This design comes from an exercise in tuning for small area, a short achievable clock period and few clock cycles on the open sky130 flow, not from production work. The RTL was checked by simulation tests, not by an equivalence proof against the original design. Power is estimated from default activity; no workload was simulated.

`design/flow/constraint.sdc`:
```
create_clock -name core_clock -period 25.0 [get_ports {clk}]
set_input_delay 5.0000 -clock core_clock [delete_from_list [all_inputs] [get_ports {clk}]]
set_output_delay 5.0000 -clock core_clock [all_outputs]
set_load 0.01 [all_outputs]
```
`design/flow/design.v`:
```
module dlls_core #(
    parameter RXBUF_DEPTH = 32,    
    parameter TXQ_DEPTH   = 16     
) (
    input  wire        clk,
    input  wire        rst,          
    input  wire        cmd_valid,
    output wire        cmd_ready,
    input  wire [31:0] cmd,
    output reg         resp_valid,
    output reg  [31:0] resp
);
    localparam RXW = $clog2(RXBUF_DEPTH);
    localparam TXW = $clog2(TXQ_DEPTH);
    localparam [7:0] OP_NOP        = 8'h00, OP_CFG_WR     = 8'h01,
                     OP_CSR_RD     = 8'h02, OP_CFG_COMMIT = 8'h03,
                     OP_SOFT_RESET = 8'h04, OP_STUFF      = 8'h10,
                     OP_ENG_CLR    = 8'h20, OP_ENG_BYTE   = 8'h21,
                     OP_ENG_COMPUTE= 8'h22, OP_ENG_VERIFY = 8'h23,
                     OP_TX_BYTE    = 8'h30, OP_TX_END     = 8'h31,
                     OP_TX_POP     = 8'h32, OP_RX_FEED    = 8'h40,
                     OP_RX_EXTRACT = 8'h41, OP_RX_PRD     = 8'h42,
                     OP_RX_FLUSH   = 8'h43;
    localparam [3:0] ST_OK = 4'h0, ST_ILLEGAL = 4'h1, ST_ECFG = 4'h2,
                     ST_EFULL = 4'h3, ST_EEMPTY = 4'h4, ST_ERANGE = 4'h5,
                     ST_EBADCFG = 4'h6;
    localparam [1:0] OC_NONE = 2'd0, OC_FRAME = 2'd1, OC_INCOMPLETE = 2'd2,
                     OC_DAMAGED = 2'd3;
    localparam DS_SEEK = 1'b0, DS_ACC = 1'b1;
    function [7:0] crc_step;
        input [7:0] r;
        input       b;
        input [8:0] g;
        input [3:0] d;
        reg   [8:0] t;
        reg   [8:0] mask;
        begin
            t = {r, b};
            if (t[d]) t = t ^ g;
            mask = (9'd1 << d) - 9'd1;
            crc_step = t[7:0] & mask[7:0];
        end
    endfunction
    function [7:0] crc_byte;
        input [7:0] r;
        input [7:0] b;
        input [8:0] g;
        input [3:0] d;
        integer i;
        reg [7:0] x;
        begin
            x = r;
            for (i = 7; i >= 0; i = i - 1)
                x = crc_step(x, b[i], g, d);
            crc_byte = x;
        end
    endfunction
    function [7:0] crc_final;
        input [7:0] r;
        input [8:0] g;
        input [3:0] d;
        integer i;
        reg [7:0] x;
        begin
            x = r;
            for (i = 0; i < 8; i = i + 1)
                if (i < d) x = crc_step(x, 1'b0, g, d);
            crc_final = x;
        end
    endfunction
    reg  [1:0]  ctrl;             
    reg  [7:0]  r_start, r_stop, r_esc, r_evenmk, r_oddmk;
    reg  [8:0]  r_gen;
    reg  [3:0]  r_deg;
    reg  [15:0] r_fmax;
    reg         cfg_valid;
    reg  [3:0]  cfg_err;
    reg  [7:0]  eng_crc;
    reg         eng_par;
    reg         tx_inf;
    reg  [15:0] tx_cnt;
    reg  [7:0]  tx_crc;
    reg         tx_par;
    reg  [7:0]  txq [0:TXQ_DEPTH-1];
    reg  [TXW-1:0] txq_head;
    reg  [TXW:0]   txq_cnt;
    reg  [7:0]  rxbuf [0:RXBUF_DEPTH-1];
    reg  [RXW-1:0] rx_head;
    reg  [RXW:0]   rx_cnt;
    reg         dstate;
    reg  [7:0]  rxpay [0:RXBUF_DEPTH-1];
    reg  [RXW:0]   rxpay_len;
    reg  [1:0]  lastout;
    reg  [15:0] resync_cnt;
    reg  [15:0] damaged_cnt;
    wire scheme_crc = ctrl[0];
    wire codepos    = ctrl[1];
    localparam S_IDLE = 1'b0, S_SCAN = 1'b1;
    reg state;
    assign cmd_ready = (state == S_IDLE);
    wire take = cmd_valid && cmd_ready;
    wire [7:0]  op  = cmd[31:24];
    wire [7:0]  a   = cmd[23:16];
    wire [15:0] d16 = cmd[15:0];
    wire [7:0]  b   = cmd[7:0];
    reg legal;
    always @* begin
        case (op)
            OP_NOP, OP_CFG_COMMIT, OP_SOFT_RESET, OP_ENG_CLR, OP_ENG_COMPUTE,
            OP_TX_END, OP_TX_POP, OP_RX_EXTRACT, OP_RX_FLUSH:
                legal = (cmd[23:0] == 24'd0);
            OP_STUFF, OP_ENG_BYTE, OP_ENG_VERIFY, OP_TX_BYTE, OP_RX_FEED:
                legal = (cmd[23:8] == 16'd0);
            OP_CSR_RD:  legal = (cmd[15:0] == 16'd0);
            OP_CFG_WR:  legal = 1'b1;
            OP_RX_PRD:  legal = (cmd[23:16] == 8'd0);
            default:    legal = 1'b0;
        endcase
    end
    reg needs_cfg;
    always @* begin
        case (op)
            OP_STUFF, OP_ENG_CLR, OP_ENG_BYTE, OP_ENG_COMPUTE, OP_ENG_VERIFY,
            OP_TX_BYTE, OP_TX_END, OP_RX_FEED, OP_RX_EXTRACT:
                needs_cfg = 1'b1;
            default:
                needs_cfg = 1'b0;
        endcase
    end
    function is_reserved;
        input [7:0] x;
        begin
            is_reserved = (x == r_start) || (x == r_stop) || (x == r_esc) ||
                          (!scheme_crc && ((x == r_evenmk) || (x == r_oddmk)));
        end
    endfunction
    wire [7:0] eng_code = scheme_crc ? crc_final(eng_crc, r_gen, r_deg)
                                     : (eng_par ? r_oddmk : r_evenmk);
    reg [7:0]  tx_out [0:5];
    reg [2:0]  tx_out_len;
    reg        nx_inf;
    reg [15:0] nx_cnt;
    reg [7:0]  nx_crc;
    reg        nx_par;
    reg        close_now;
    reg [7:0]  close_code;
    integer    k;
    always @* begin
        for (k = 0; k < 6; k = k + 1) tx_out[k] = 8'h00;
        tx_out_len = 3'd0;
        nx_inf = tx_inf;
        nx_cnt = tx_cnt;
        nx_crc = tx_crc;
        nx_par = tx_par;
        close_now = 1'b0;
        if (op == OP_TX_BYTE) begin
            if (!tx_inf) begin
                tx_out[tx_out_len] = r_start;
                tx_out_len = tx_out_len + 3'd1;
                nx_cnt = 16'd0;
                nx_crc = 8'h00;
                nx_par = 1'b0;
            end
            if (is_reserved(b)) begin
                tx_out[tx_out_len] = r_esc;
                tx_out_len = tx_out_len + 3'd1;
            end
            tx_out[tx_out_len] = b;
            tx_out_len = tx_out_len + 3'd1;
            nx_par = nx_par ^ (^b);
            if (scheme_crc) nx_crc = crc_byte(nx_crc, b, r_gen, r_deg);
            nx_cnt = nx_cnt + 16'd1;
            if (nx_cnt == r_fmax) close_now = 1'b1;
            else                  nx_inf = 1'b1;
        end else if (op == OP_TX_END) begin
            if (tx_inf) close_now = 1'b1;
        end
        close_code = scheme_crc ? crc_final(nx_crc, r_gen, r_deg)
                                : (nx_par ? r_oddmk : r_evenmk);
        if (close_now) begin
            if (codepos) begin
                tx_out[tx_out_len] = r_stop;
                tx_out_len = tx_out_len + 3'd1;
                tx_out[tx_out_len] = close_code;
                tx_out_len = tx_out_len + 3'd1;
            end else begin
                if (scheme_crc && ((close_code == r_start) || (close_code == r_stop) ||
                                   (close_code == r_esc))) begin
                    tx_out[tx_out_len] = r_esc;
                    tx_out_len = tx_out_len + 3'd1;
                end
                tx_out[tx_out_len] = close_code;
                tx_out_len = tx_out_len + 3'd1;
                tx_out[tx_out_len] = r_stop;
                tx_out_len = tx_out_len + 3'd1;
            end
            nx_inf = 1'b0;
            nx_cnt = 16'd0;
            nx_crc = 8'h00;
            nx_par = 1'b0;
        end
    end
    wire [TXW:0] txq_free = TXQ_DEPTH[TXW:0] - txq_cnt;
    wire         tx_fits  = ({{(TXW-2){1'b0}}, tx_out_len} <= txq_free);
    reg [3:0] first_failed;
    always @* begin
        first_failed = 4'd0;
        if ((r_start == r_stop) || (r_start == r_esc) || (r_stop == r_esc))
            first_failed = 4'd1;
        else if (r_fmax == 16'd0)
            first_failed = 4'd2;
        else if (!scheme_crc) begin
            if (r_evenmk == r_oddmk)
                first_failed = 4'd3;
            else if ((r_evenmk == r_start) || (r_evenmk == r_stop) || (r_evenmk == r_esc) ||
                     (r_oddmk  == r_start) || (r_oddmk  == r_stop) || (r_oddmk  == r_esc))
                first_failed = 4'd4;
        end else begin
            if ((r_deg < 4'd1) || (r_deg > 4'd8))
                first_failed = 4'd5;
            else if (!r_gen[r_deg] || ((r_gen >> (r_deg + 4'd1)) != 9'd0))
                first_failed = 4'd6;
            else if (!r_gen[0])
                first_failed = 4'd7;
        end
    end
    reg [15:0] csr_val;
    reg        csr_ok;
    always @* begin
        csr_ok  = 1'b1;
        csr_val = 16'h0000;
        case (a)
            8'h00: csr_val = {14'd0, ctrl};
            8'h01: csr_val = {8'd0, r_start};
            8'h02: csr_val = {8'd0, r_stop};
            8'h03: csr_val = {8'd0, r_esc};
            8'h04: csr_val = {8'd0, r_evenmk};
            8'h05: csr_val = {8'd0, r_oddmk};
            8'h06: csr_val = {7'd0, r_gen};
            8'h07: csr_val = {12'd0, r_deg};
            8'h08: csr_val = r_fmax;
            8'h10: csr_val = {4'd0, cfg_err, 2'd0, lastout, 1'b0, tx_inf, dstate, cfg_valid};
            8'h11: csr_val = {{(15-RXW){1'b0}}, rx_cnt};
            8'h12: csr_val = {{(15-RXW){1'b0}}, rxpay_len};
            8'h13: csr_val = {{(15-TXW){1'b0}}, txq_cnt};
            8'h14: csr_val = tx_cnt;
            8'h15: csr_val = resync_cnt;
            8'h16: csr_val = damaged_cnt;
            8'h17: csr_val = {7'd0, eng_par, eng_crc};
            8'h18: csr_val = {7'd0, tx_par, tx_crc};
            default: csr_ok = 1'b0;
        endcase
    end
    reg [RXW:0]   sc_p;       
    reg [RXW:0]   sc_base;    
    reg           sc_ds;      
    reg           sc_esc;     
    reg           sc_stop;    
    reg [RXW:0]   sc_alen;    
    reg [7:0]     sc_last;    
    reg [7:0]     sc_crc;     
    reg           sc_par;     
    wire [RXW-1:0] sc_idx  = rx_head + sc_p[RXW-1:0];
    wire [7:0]     sc_byte = rxbuf[sc_idx];
    wire           sc_end  = (sc_p == rx_cnt);
    wire [7:0] sc_crc_all = (sc_alen != 0) ? crc_byte(sc_crc, sc_last, r_gen, r_deg) : sc_crc;
    wire       sc_par_all = (sc_alen != 0) ? (sc_par ^ (^sc_last)) : sc_par;
    wire [7:0] vf_code  = codepos ? sc_byte : sc_last;
    wire [7:0] vf_calc  = scheme_crc ? crc_final(sc_crc, r_gen, r_deg)
                                     : (sc_par ? r_oddmk : r_evenmk);
    wire       vf_ok    = (vf_code == vf_calc);
    integer j;
    always @(posedge clk) begin
        resp_valid <= 1'b0;
        if (rst || (take && legal && op == OP_SOFT_RESET)) begin
            ctrl      <= 2'd0;
            r_start   <= 8'h00;
            r_stop    <= 8'h00;
            r_esc     <= 8'h00;
            r_evenmk  <= 8'h00;
            r_oddmk   <= 8'h00;
            r_gen     <= 9'h000;
            r_deg     <= 4'd0;
            r_fmax    <= 16'd0;
            cfg_valid <= 1'b0;
            cfg_err   <= 4'd0;
            eng_crc   <= 8'h00;
            eng_par   <= 1'b0;
            tx_inf    <= 1'b0;
            tx_cnt    <= 16'd0;
            tx_crc    <= 8'h00;
            tx_par    <= 1'b0;
            txq_head  <= {TXW{1'b0}};
            txq_cnt   <= {(TXW+1){1'b0}};
            rx_head   <= {RXW{1'b0}};
            rx_cnt    <= {(RXW+1){1'b0}};
            dstate    <= DS_SEEK;
            rxpay_len <= {(RXW+1){1'b0}};
            lastout   <= OC_NONE;
            resync_cnt  <= 16'd0;
            damaged_cnt <= 16'd0;
            state     <= S_IDLE;
            if (!rst) begin
                resp_valid <= 1'b1;
                resp       <= 32'h0000_0000;
            end
        end else if (state == S_IDLE) begin
            if (take) begin
                resp_valid <= 1'b1;
                resp       <= 32'h0000_0000;
                if (!legal) begin
                    resp <= {ST_ILLEGAL, 28'd0};
                end else if (needs_cfg && !cfg_valid) begin
                    resp <= {ST_ECFG, 28'd0};
                end else begin
                    case (op)
                        OP_CFG_WR: begin
                            if (a > 8'h08) begin
                                resp <= {ST_ERANGE, 28'd0};
                            end else begin
                                cfg_valid <= 1'b0;
                                case (a[3:0])
                                    4'h0: ctrl     <= d16[1:0];
                                    4'h1: r_start  <= d16[7:0];
                                    4'h2: r_stop   <= d16[7:0];
                                    4'h3: r_esc    <= d16[7:0];
                                    4'h4: r_evenmk <= d16[7:0];
                                    4'h5: r_oddmk  <= d16[7:0];
                                    4'h6: r_gen    <= d16[8:0];
                                    4'h7: r_deg    <= d16[3:0];
                                    default: r_fmax <= d16;
                                endcase
                            end
                        end
                        OP_CSR_RD: begin
                            if (csr_ok) resp <= {ST_OK, 12'd0, csr_val};
                            else        resp <= {ST_ERANGE, 28'd0};
                        end
                        OP_CFG_COMMIT: begin
                            eng_crc   <= 8'h00;
                            eng_par   <= 1'b0;
                            tx_inf    <= 1'b0;
                            tx_cnt    <= 16'd0;
                            tx_crc    <= 8'h00;
                            tx_par    <= 1'b0;
                            txq_cnt   <= {(TXW+1){1'b0}};
                            rx_cnt    <= {(RXW+1){1'b0}};
                            dstate    <= DS_SEEK;
                            rxpay_len <= {(RXW+1){1'b0}};
                            lastout   <= OC_NONE;
                            resync_cnt  <= 16'd0;
                            damaged_cnt <= 16'd0;
                            cfg_err   <= first_failed;
                            cfg_valid <= (first_failed == 4'd0);
                            if (first_failed != 4'd0)
                                resp <= {ST_EBADCFG, 4'd0, 4'd0, first_failed, 16'd0};
                        end
                        OP_STUFF: begin
                            if (is_reserved(b)) resp <= {ST_OK, 4'd0, 8'd2, b, r_esc};
                            else                resp <= {ST_OK, 4'd0, 8'd1, 8'd0, b};
                        end
                        OP_ENG_CLR: begin
                            eng_crc <= 8'h00;
                            eng_par <= 1'b0;
                        end
                        OP_ENG_BYTE: begin
                            eng_par <= eng_par ^ (^b);
                            if (scheme_crc) eng_crc <= crc_byte(eng_crc, b, r_gen, r_deg);
                        end
                        OP_ENG_COMPUTE: resp <= {ST_OK, 12'd0, 8'd0, eng_code};
                        OP_ENG_VERIFY:  resp <= {ST_OK, 12'd0, 15'd0, (b == eng_code)};
                        OP_TX_BYTE, OP_TX_END: begin
                            if (!tx_fits) begin
                                resp <= {ST_EFULL, 28'd0};
                            end else begin
                                for (j = 0; j < 6; j = j + 1)
                                    if (j < tx_out_len)
                                        txq[txq_head + txq_cnt[TXW-1:0] + j[TXW-1:0]] <= tx_out[j];
                                txq_cnt <= txq_cnt + {{(TXW-2){1'b0}}, tx_out_len};
                                tx_inf  <= nx_inf;
                                tx_cnt  <= nx_cnt;
                                tx_crc  <= nx_crc;
                                tx_par  <= nx_par;
                                resp    <= {ST_OK, 4'd0, 5'd0, tx_out_len, 16'd0};
                            end
                        end
                        OP_TX_POP: begin
                            if (txq_cnt == 0) begin
                                resp <= {ST_EEMPTY, 28'd0};
                            end else begin
                                resp     <= {ST_OK, 12'd0, 8'd0, txq[txq_head]};
                                txq_head <= txq_head + 1'b1;
                                txq_cnt  <= txq_cnt - 1'b1;
                            end
                        end
                        OP_RX_FEED: begin
                            if (rx_cnt == RXBUF_DEPTH) begin
                                resp <= {ST_EFULL, 28'd0};
                            end else begin
                                rxbuf[rx_head + rx_cnt[RXW-1:0]] <= b;
                                rx_cnt <= rx_cnt + 1'b1;
                            end
                        end
                        OP_RX_EXTRACT: begin
                            resp_valid <= 1'b0;
                            state   <= S_SCAN;
                            sc_p    <= {(RXW+1){1'b0}};
                            sc_base <= {(RXW+1){1'b0}};
                            sc_ds   <= dstate;
                            sc_esc  <= 1'b0;
                            sc_stop <= 1'b0;
                            sc_alen <= {(RXW+1){1'b0}};
                            sc_last <= 8'h00;
                            sc_crc  <= 8'h00;
                            sc_par  <= 1'b0;
                        end
                        OP_RX_PRD: begin
                            if (d16 >= {{(15-RXW){1'b0}}, rxpay_len})
                                resp <= {ST_ERANGE, 28'd0};
                            else
                                resp <= {ST_OK, 12'd0, 8'd0, rxpay[d16[RXW-1:0]]};
                        end
                        OP_RX_FLUSH: begin
                            rx_cnt    <= {(RXW+1){1'b0}};
                            dstate    <= DS_SEEK;
                            rxpay_len <= {(RXW+1){1'b0}};
                            lastout   <= OC_NONE;
                        end
                        default: ;  
                    endcase
                end
            end
        end else begin
            if (sc_ds == DS_SEEK) begin
                if (sc_end) begin
                    rx_head   <= rx_head + sc_p[RXW-1:0];
                    rx_cnt    <= {(RXW+1){1'b0}};
                    dstate    <= DS_SEEK;
                    rxpay_len <= {(RXW+1){1'b0}};
                    lastout   <= OC_INCOMPLETE;
                    resp_valid <= 1'b1;
                    resp      <= {ST_OK, 4'd0, 6'd0, OC_INCOMPLETE, 16'd0};
                    state     <= S_IDLE;
                end else begin
                    if (sc_byte == r_start) begin
                        sc_ds   <= DS_ACC;
                        sc_base <= sc_p + 1'b1;
                    end
                    sc_p <= sc_p + 1'b1;
                end
            end else if (sc_end) begin
                rx_head   <= rx_head + sc_base[RXW-1:0];
                rx_cnt    <= rx_cnt - sc_base;
                dstate    <= DS_ACC;
                rxpay_len <= {(RXW+1){1'b0}};
                lastout   <= OC_INCOMPLETE;
                resp_valid <= 1'b1;
                resp      <= {ST_OK, 4'd0, 6'd0, OC_INCOMPLETE, 16'd0};
                state     <= S_IDLE;
            end else if (sc_stop || (!sc_esc && sc_byte == r_stop && !codepos)) begin
                rx_head <= rx_head + sc_p[RXW-1:0] + 1'b1;
                rx_cnt  <= rx_cnt - sc_p - 1'b1;
                dstate  <= DS_SEEK;
                resp_valid <= 1'b1;
                state   <= S_IDLE;
                if (sc_alen != 0 && vf_ok) begin
                    rxpay_len <= codepos ? sc_alen : (sc_alen - 1'b1);
                    lastout   <= OC_FRAME;
                    resp      <= {ST_OK, 4'd0, 6'd0, OC_FRAME, {(15-RXW){1'b0}},
                                  (codepos ? sc_alen : (sc_alen - 1'b1))};
                end else if (codepos && vf_ok) begin
                    rxpay_len <= {(RXW+1){1'b0}};
                    lastout   <= OC_FRAME;
                    resp      <= {ST_OK, 4'd0, 6'd0, OC_FRAME, 16'd0};
                end else begin
                    rxpay_len   <= {(RXW+1){1'b0}};
                    lastout     <= OC_DAMAGED;
                    damaged_cnt <= damaged_cnt + 1'b1;
                    resp        <= {ST_OK, 4'd0, 6'd0, OC_DAMAGED, 16'd0};
                end
            end else begin
                sc_p <= sc_p + 1'b1;
                if (sc_esc) begin
                    sc_esc <= 1'b0;
                    if (sc_alen != 0) begin
                        sc_crc <= sc_crc_all;
                        sc_par <= sc_par_all;
                    end
                    sc_last <= sc_byte;
                    if (sc_alen < RXBUF_DEPTH) rxpay[sc_alen[RXW-1:0]] <= sc_byte;
                    sc_alen <= sc_alen + 1'b1;
                end else if (sc_byte == r_esc) begin
                    sc_esc <= 1'b1;
                end else if (sc_byte == r_start) begin
                    sc_base    <= sc_p + 1'b1;
                    sc_alen    <= {(RXW+1){1'b0}};
                    sc_crc     <= 8'h00;
                    sc_par     <= 1'b0;
                    resync_cnt <= resync_cnt + 1'b1;
                end else if (sc_byte == r_stop) begin
                    sc_stop <= 1'b1;
                    sc_crc  <= sc_crc_all;
                    sc_par  <= sc_par_all;
                end else begin
                    if (sc_alen != 0) begin
                        sc_crc <= sc_crc_all;
                        sc_par <= sc_par_all;
                    end
                    sc_last <= sc_byte;
                    if (sc_alen < RXBUF_DEPTH) rxpay[sc_alen[RXW-1:0]] <= sc_byte;
                    sc_alen <= sc_alen + 1'b1;
                end
            end
        end
    end
endmodule
```
`design/flow/run.sh`:
```
#!/bin/bash
# synth_recipe.tcl (not shown) runs the flow's synth.tcl, then flattens the netlist and writes it again
# the make line also repeats each setting of config.mk as NAME=value (left out here)
make -C /OpenROAD-flow-scripts/flow DESIGN_CONFIG=/design/flow/config.mk WORK_HOME=/design/flow/orfs CLKGATE_MAP_FILE= SYNTH_SCRIPT=/design/flow/synth_recipe.tcl finish
```
`design/flow/config.mk`:
```
export PLATFORM = sky130hd
export DESIGN_NAME = dlls_core
export DESIGN_NICKNAME = dlls_core
export VERILOG_FILES = /design/flow/design.v
export SDC_FILE = /design/flow/constraint.sdc
export NUM_CORES = 4
export LEC_CHECK = 0
export CAP_MARGIN = 20
export CORE_MARGIN = 2
export CORE_UTILIZATION = 40
export SLEW_MARGIN = 20
```
==> run summary <==
Relative slew margins=12.3%; setup violators final=0; DP HPWL=219000 um; vias in the first global route=62200; largest net degree at the start of global routing=77; pre-CTS WS=-1.28 ns; CTS Buf Count=90; period utilization=98.1%; CP max stage cell=or4_4; post-route worst setup slack=0.481 ns; critical path type=in -> reg; DRC Markers=0; vias post-DR=67000; asr flop ratio synth=0%; worst hold-check path type=reg -> reg; PortBufs=58; Data arrival, critical path=24.94 ns; io pins=69; DR pass1 iterations=9; Synth area leader=edfxtp_1; Synth cell types=129; die area=0.167 sq mm; Routed WL=316000 um; core area=0.163 sq mm; startpoint type of the worst setup path=primary input; GRT met3 Usage=12.3%; share of layout cells above drive strength 1=22.0%; RSZ-0062 raised after global routing=yes; CTS tree=done; die width=409 um; Cells after Synth=7181; Synthesis Warnings=2; Avg Inst Size Synth=9.14 sq um; synth top area cells=edfxtp_1 32%, mux4_2 7.0%, dfxtp_1 5.4%; worst vdd ir=0.0664 mV; CP peak stage delay=0.57 ns; synth-to-layout area growth=21.0%; final core occ=48.8%; Root Driver=clkbuf_16; grt peak-use layer=met2; met2 Use GR=51.3%; top cell type's share of synthesized area=32.0%; GRT Residual Overflow=0; number of flops mapped to enable cells by yosys=700; Post-Syn Area=0.0656 sq mm; Max-Cap Viols=0; first-pass GRT wire length=449000 um; Clock Path Buffers=3; CP max FO=10; crit end category=flip-flop; drt wl/cell=31.7 um; dominant synthesized flop cell=edfxtp_1; hold_buf cts=0; number of fill cells=15300; Vias/cell=6.71; GR Util met1=49.5%; Core Rows=148; drt first-iter violations=10500; H-tree levels=3; minimum clock period=24.52 ns; register clock-pin slew on the reported worst setup and hold paths=0.06 ns; critical path's most frequent cell=buf_4; clock latency at the later pin of the worst-skew pair=0.73 ns; Leak Pwr=26.8 nW; die height=409 um; Post-DRT Antenna Nets=0; pwr/cell area=38.8 mW/mm^2; CP required=25.43 ns; Total GRT Usage=36.3%; Starting Density=40.3%; Least-Margin Pin Slew=1.31 ns; TNS Setup=0 ns; Max Freq=40.8 MHz; post-synthesis register bit count=877; gp weighted congestion=1.06; sequential fraction of the synthesis area=37.4%; status=complete, no violations; clock skew=0.0545 ns; # nets final=7849; initial antenna violation count=24; CTS Sinks=877; fin. max-slew vios=0; final hold violations=0
metal layers:
metal	part of all wire, %	vias up
li1	-	28300
met3	14	1153
met4	5.8	30
met5	0.062	-
met2	41	5058
met1	39	32500
through the flow:
| step | hold WS (ns) | instances | power, mW | area [sq um] |
|---|---|---|---|---|
| 2_1_floorplan | 0.455 | 7190 | 1.65 | 65800 |
| 3_3_place_gp | 0.477 | 9760 | 1.70 | 74400 |
| 3_5_place_dp | 0.496 | 9761 | 1.70 | 74400 |
| 4_1_cts | 0.506 | 9933 | 3.09 | 77600 |
| 5_1_grt | 0.539 | 9971 | 3.16 | 79400 |
| 6_report | 0.508 | 9978 | 3.08 | 79400 |
layout make-up:
class	count	area, sq um	share of cell area (%)
Multi-Input combinational cell	5635	40200	50.7
Clock buffer	102	2330	2.93
Timing Repair Buffer	999	8290	10.4
Sequential cell	877	24600	31.0
Clock inverter	66	749	0.944
Inverter	117	444	0.560
Antenna cell	7	17.5	0.0221
Tap cell	2175	2720	3.43
cells in the mapped netlist, drive strengths merged (42+ instances only):
library cell    n
nand2         883
nor2          882
edfxtp        700
a21oi         441
clkbuf        419
o21ai         412
xnor2         330
xor2          240
mux4          205
dfxtp         177
nand3         171
mux2i         167
a221oi        159
a22oi         144
buf           143
nor3          126
inv           115
a211oi        106
o211ai        103
ha             87
o22ai          77
a31oi          74
nand4          71
nor4           70
and3           62
o221ai         53
a22o           49
nand2b         47
o31ai          47
or3            42
worst paths after layout:
kind | depth (start not counted) | endpoint | start | slack, ns
setup / recovery | 94 | txq[7][0] | cmd[7] | 0.48
hold / removal | 2 | resync_cnt[9] | resync_cnt[9] | 0.51
setup reg to reg | 97 | txq[7][0] | r_deg[0] | 2.40
hold reg to reg | 2 | resync_cnt[9] | resync_cnt[9] | 0.51
critical path, delay by kind of cell:
family | cells | cell delay (ns)
xor gates and xnor gates | 2 | 0.40
adders and majority gates | 4 | 1.14
buffers and inverters | 19 | 3.22
muxes | 7 | 1.65
and+or+nand+nor | 29 | 5.22
AOI/OAI and AO/OA | 33 | 8.27
power by group:
part / total [mW] / leakage [nW] / switching, mW / internal (mW)
Clock: 1.41 / 1.48 / 0.628 / 0.778
Combinational: 0.114 / 17.6 / 0.0748 / 0.0390
Sequential: 1.56 / 7.67 / 0.000581 / 1.56
Total: 3.08 / 26.8 / 0.704 / 2.38
flip-flops by register name, summed over array words and instances, names as in the netlist, 8 cells and up, named ones only:
signal / count
tx_crc: 8
r_fmax: 16
resync_cnt: 16
damaged_cnt: 16
r_oddmk: 8
tx_cnt: 16
sc_crc: 8
sc_last: 8
rxpay: 256
r_stop: 8
r_gen: 9
resp: 22
r_evenmk: 8
rxbuf: 256
r_start: 8
txq: 128
eng_crc: 8
r_esc: 8
logic make-up after synthesis:
group                    after synthesis  synth area share (%)
AO/OA/AOI/OAI                       2039                  21.8
XOR/XNOR                             570                  7.61
adder cells (fa/ha/maj)               95                  1.89
buffers and inverters                679                  4.08
flip-flops                           877                  37.4
multiplexers                         403                  10.1
other                                  1               0.00571
AND/OR/NAND/NOR                     2517                  17.1
repair_timing:
action	CTS	global route
setup buffers	4	36
pin swaps	6	117
hold endpoints to repair	0	0
gates resized for setup	16	313
endpoints found under the setup margin	256	292
gates cloned	0	2
cells in the final DEF, fill, tap and decap left out, types with 44 or more instances in the layout:
| master | synthesis | routed |
|---|---|---|
| buf_4 | 21 | 866 |
| nand2_1 | 881 | 858 |
| nor2_1 | 879 | 850 |
| edfxtp_1 | 700 | 700 |
| a21oi_1 | 436 | 427 |
| xnor2_1 | 330 | 322 |
| o21ai_0 | 332 | 310 |
| xor2_1 | 240 | 235 |
| mux4_2 | 205 | 205 |
| dfxtp_1 | 177 | 163 |
| nand3_1 | 169 | 162 |
| mux2i_1 | 166 | 159 |
| a221oi_1 | 155 | 151 |
| a22oi_1 | 144 | 143 |
| inv_1 | 109 | 107 |
| nor3_1 | 123 | 106 |
| o211ai_1 | 101 | 101 |
| clkbuf_16 | 0 | 93 |
| o21ai_1 | 75 | 86 |
| ha_1 | 87 | 85 |
| a211oi_1 | 95 | 81 |
| nand4_1 | 70 | 70 |
| a31oi_1 | 74 | 68 |
| o22ai_1 | 74 | 66 |
| and3_1 | 60 | 55 |
| nor4_1 | 67 | 55 |
| o221ai_1 | 53 | 51 |
| clkdlybuf4s50_1 | 0 | 50 |
| a22o_1 | 49 | 49 |
| nand2b_1 | 47 | 44 |
Testbench counts, summed over its fixed seeds: cycles 71,340.

-- static timing again, ports no longer ideal --
The flow's constraints put no driver on any port. The routed layout listed below was extracted and timed again, unchanged, in two steps.
Step 1: set_driving_cell puts a clkbuf_16 on clk and a buf_2 on each other input, an assumption about the parent block.
Step 2 also shifts input and output timing later by t, the mid clock arrival at the registers, as if the neighbouring blocks saw the same clock.
Slacks: no drivers / after step 1 / after step 2; pairs: no drivers / after step 1.
t (ns): 0.789
setup slack, ns: 0.481 / 0.509 / -0.280
worst setup path at the end: input to register
worst data-port slew with drivers (ns): 0.17
Met with ideal ports but missed after step 2: setup timing in this run. For this run, drivers alone change the setup slack by +0.028 ns; drivers and shift together by -0.761 ns.
